Context: an optimization exercise on an open-source flow, tuned for small area, a short achievable clock period and few clock cycles per item. The choices shown serve that exercise and are no tape-out recipe. RTL that was checked went through simulation tests only; none was proved equivalent to the original. Power and IR drop assume default switching activity.

Setup of v6:
// ironfe_sdb
module ironfe_sdb (
    input  wire         clk,
    input  wire         rst,           
    input  wire         cmd_valid,
    output wire         cmd_ready,
    input  wire [103:0] cmd_word,
    output wire         rsp_valid,
    output wire [47:0]  rsp_word,
    output wire         src_ready,
    input  wire         src_valid,
    input  wire         src_eos,
    input  wire [7:0]   src_data,
    output wire         src_close,
    output wire         dst_we,
    output wire [30:0]  dst_addr,
    output wire [7:0]   dst_data
);
==> flow/config.mk <==
export PLATFORM = sky130hd
export DESIGN_NAME = ironfe_sdb
export DESIGN_NICKNAME = ironfe_sdb
export VERILOG_FILES = /design/flow/design.v
export SDC_FILE = /design/flow/constraint.sdc
export NUM_CORES = 4
export LEC_CHECK = 0
export CAP_MARGIN = 20
export CORE_MARGIN = 2
export CORE_UTILIZATION = 40
export SLEW_MARGIN = 20
==> flow/constraint.sdc <==
create_clock -name core_clock -period 10.0 [get_ports {clk}]
set_input_delay 2.0000 -clock core_clock [delete_from_list [all_inputs] [get_ports {clk}]]
set_output_delay 2.0000 -clock core_clock [all_outputs]
set_load 0.01 [all_outputs]
standard.sh (not shown) runs the stock make flow with config.mk's settings and CLKGATE_MAP_FILE= SYNTH_SCRIPT=/design/flow/synth_recipe.tcl, a recipe that flattens the netlist after the stock synthesis.
==> flow/flow/run.sh <==
#!/bin/bash
# Standard ORFS layout, with repair_timing asked for more setup slack than
# the design's clock needs and small port buffers.
set -o pipefail
bash standard.sh SETUP_SLACK_MARGIN=6 "BUFFER_PORTS_ARGS=-buffer_cell sky130_fd_sc_hd__buf_1" finish > standard_flow.log 2>&1
Testbench counts of v6, summed over its fixed seeds: cycles 190,245, bytes 160,962.
[inputs] v7 vs v6
==> flow/flow/run.sh <==
#!/bin/bash
# Standard ORFS layout, with repair_timing asked for more setup slack than
# the design's clock needs and small port buffers.
set -o pipefail
bash standard.sh SETUP_SLACK_MARGIN=7 "BUFFER_PORTS_ARGS=-buffer_cell sky130_fd_sc_hd__buf_1" finish > standard_flow.log 2>&1
v7 vs v6 — logic gate share of total power rose 1.8 points. Summary of v7 over v6: number of standard cells in the final layout excluding fillers moved up; smallest hold slack moved down; total area of multi-input combinational cells moved up. Compared with v6, in v7 power density normalized to cell area fell by 4.0%; maximum frequency picked up an extra about 18%. Taking v6 as the reference, in v7 layout cell share with drive strength beyond 1 now sits higher; setup slack of the critical path after layout rose by 0.55 ns. Commonest non-fill, non-tap cell in the layout: buf_1 -> v6, inv_1 -> v7. v7 against v6: area of placed instances higher; met1 routed wirelength after detailed routing grew by 6.7%.


Another version of the RTL of ironfe_sdb (not shown whole).
Size in the first run: about 150 flip-flops, roughly 210 I/O pins, roughly 11000 um2 of cells after synthesis.
export LEC_CHECK = 0
export CAP_MARGIN = 20
export CORE_MARGIN = 2
export CORE_UTILIZATION = 40
export SLEW_MARGIN = 20
create_clock -name core_clock -period 10.0 [get_ports {clk}]
==> flow/flow/run.sh <==
#!/bin/bash
# Standard ORFS layout, with repair_timing asked for more setup slack than
# the design's clock needs and small port buffers.
set -o pipefail
bash standard.sh SETUP_SLACK_MARGIN=6 "BUFFER_PORTS_ARGS=-buffer_cell sky130_fd_sc_hd__buf_1" finish > standard_flow.log 2>&1
Then changed:
==> flow/flow/run.sh (replaced) <==
#!/bin/bash
# Standard ORFS layout, with repair_timing asked for more setup slack than
# the design's clock needs and small port buffers.
set -o pipefail
bash standard.sh SETUP_SLACK_MARGIN=7 "BUFFER_PORTS_ARGS=-buffer_cell sky130_fd_sc_hd__buf_1" finish > standard_flow.log 2>&1
Result: The changed run finished with timing, DRC and antenna clean; setup slack gains 190 ps; combinational power went up by about a fifth; wire length went up by a few percent; utilization went up by 5.6 points; hold slack loses 27 ps; total power went up by a few percent; global-route usage went up by 0.44 points.
No functional check of the RTL was part of any run of this note.


ironfe_sdb, a different RTL version from the one above (not shown whole).
Size in the first run: ~1400 cells after synthesis, ~170 flip-flops, roughly 210 I/O pins, ~11000 um^2 of cells after synthesis.
==> flow/config.mk <==
export PLATFORM = sky130hd
export DESIGN_NAME = ironfe_sdb
export DESIGN_NICKNAME = ironfe_sdb
export VERILOG_FILES = /design/flow/design.v
export SDC_FILE = /design/flow/constraint.sdc
export NUM_CORES = 4
export LEC_CHECK = 0
export CAP_MARGIN = 20
export CORE_MARGIN = 2
export CORE_UTILIZATION = 40
export SLEW_MARGIN = 20
==> flow/constraint.sdc <==
create_clock -name core_clock -period 10.0 [get_ports {clk}]
set_input_delay 2.0000 -clock core_clock [delete_from_list [all_inputs] [get_ports {clk}]]
set_output_delay 2.0000 -clock core_clock [all_outputs]
set_load 0.01 [all_outputs]
==> flow/flow/run.sh <==
#!/bin/bash
# Standard ORFS layout, with repair_timing asked for more setup slack than
# the design's clock needs and small port buffers.
set -o pipefail
bash standard.sh SETUP_SLACK_MARGIN=6 "BUFFER_PORTS_ARGS=-buffer_cell sky130_fd_sc_hd__buf_1" finish > standard_flow.log 2>&1
Change:
==> flow/flow/run.sh (replaced) <==
#!/bin/bash
# Standard ORFS layout, with repair_timing asked for more setup slack than
# the design's clock needs and small port buffers.
set -o pipefail
bash standard.sh SETUP_SLACK_MARGIN=7 "BUFFER_PORTS_ARGS=-buffer_cell sky130_fd_sc_hd__buf_1" finish > standard_flow.log 2>&1
Effect:
- The new run produced a clean layout
- wire length came out higher by 7.5%
- core utilization came out higher by 6.5 points
- hold slack loses 0.020 ns
- sequential cell count is unchanged
- sequential share of layout area came out lower by 2.2 points
No run of this note included a check of the RTL's function; only the layout flow was run.


alpha:
ironfe_sdb, a different RTL version from the one above (not shown whole).
Size in the first run: ~1300 cells after synthesis, about 160 flip-flops, about 11000 µm² of cells after synthesis.
clock: 10.0 ns
lec_check: 0
cap_margin: 20
core_margin: 2
core_utilization: 40
slew_margin: 20
==> flow/flow/run.sh <==
#!/bin/bash
# Standard ORFS layout, with repair_timing asked for more setup slack than
# the design's clock needs and small port buffers.
set -o pipefail
bash standard.sh SETUP_SLACK_MARGIN=7 "BUFFER_PORTS_ARGS=-buffer_cell sky130_fd_sc_hd__buf_1" CTS_BUF_LIST=sky130_fd_sc_hd__clkbuf_8 finish > standard_flow.log 2>&1
The following lists how beta was set up differently from alpha:
==> flow/flow/run.sh <==
#!/bin/bash
# Standard ORFS layout, with repair_timing asked for more setup slack than
# the design's clock needs and small port buffers.
set -o pipefail
bash standard.sh SETUP_SLACK_MARGIN=7 "BUFFER_PORTS_ARGS=-buffer_cell sky130_fd_sc_hd__buf_1" finish > standard_flow.log 2>&1
Findings:
- Area growth from synthesis to final layout: beta < alpha
- Combinational power share in beta is 4.1 points below alpha.
- Summary of beta over alpha: post-route standard cell area excluding fillers shrank by 3.1%, global-route usage shrank by 0.37 points, clock skew held steady, via count of the routed design shrank by 385.
No run of this note included a check of the RTL's function; only the layout flow was run.

## port drivers added, routing unchanged
No port has a modelled driver above. Below, the same layouts with a new extraction and two added sets of constraints.
Step 1, drivers: a clkbuf_16 drives clk and a buf_2 each remaining input, both assumed.
Step 2 adds t to the input delays and takes it off the output delays; t is the mean of the earliest and latest rising clock arrival at the registers after step 1. Input paths then give back, and output paths get back, about the clock's delay inside the block.
a / b / c = no drivers / after step 1 / after step 2; a / b = the first two.
run | t, ns | slack for setup (ns) | hold WS [ns] | clock arrival spread, ns | pins driven straight from the clock port
v6 | 0.465 | 6.463 / 6.463 / 6.133 | 0.426 / 0.426 / 0.426 | 0.012 / 0.012 | 1
v7 | 0.476 | 7.015 / 6.988 / 6.550 | 0.416 / 0.416 / 0.416 | 0.014 / 0.014 | 1
the first run of note 2 | 0.477 | 5.725 / 5.753 / 5.276 | 0.431 / 0.431 / 0.431 | 0.017 / 0.016 | 1
the second run of note 2 | 0.482 | 5.916 / 5.926 / 5.444 | 0.404 / 0.404 / 0.404 | 0.015 / 0.016 | 1
the first run of note 3 | 0.484 | 6.226 / 6.254 / 5.770 | 0.443 / 0.443 / 0.443 | 0.015 / 0.015 | 1
the second run of note 3 | 0.486 | 6.805 / 6.804 / 6.318 | 0.423 / 0.423 / 0.423 | 0.012 / 0.012 | 1
alpha | 0.502 | 6.848 / 6.855 / 6.354 | 0.431 / 0.431 / 0.431 | 0.023 / 0.023 | 1
beta | 0.476 | 6.869 / 6.876 / 6.400 | 0.428 / 0.428 / 0.428 | 0.022 / 0.023 | 1
After both steps setup and hold are still met in every run listed. For alpha, which loses most, drivers alone change the setup slack by +0.007 ns; drivers and shift together by -0.494 ns.
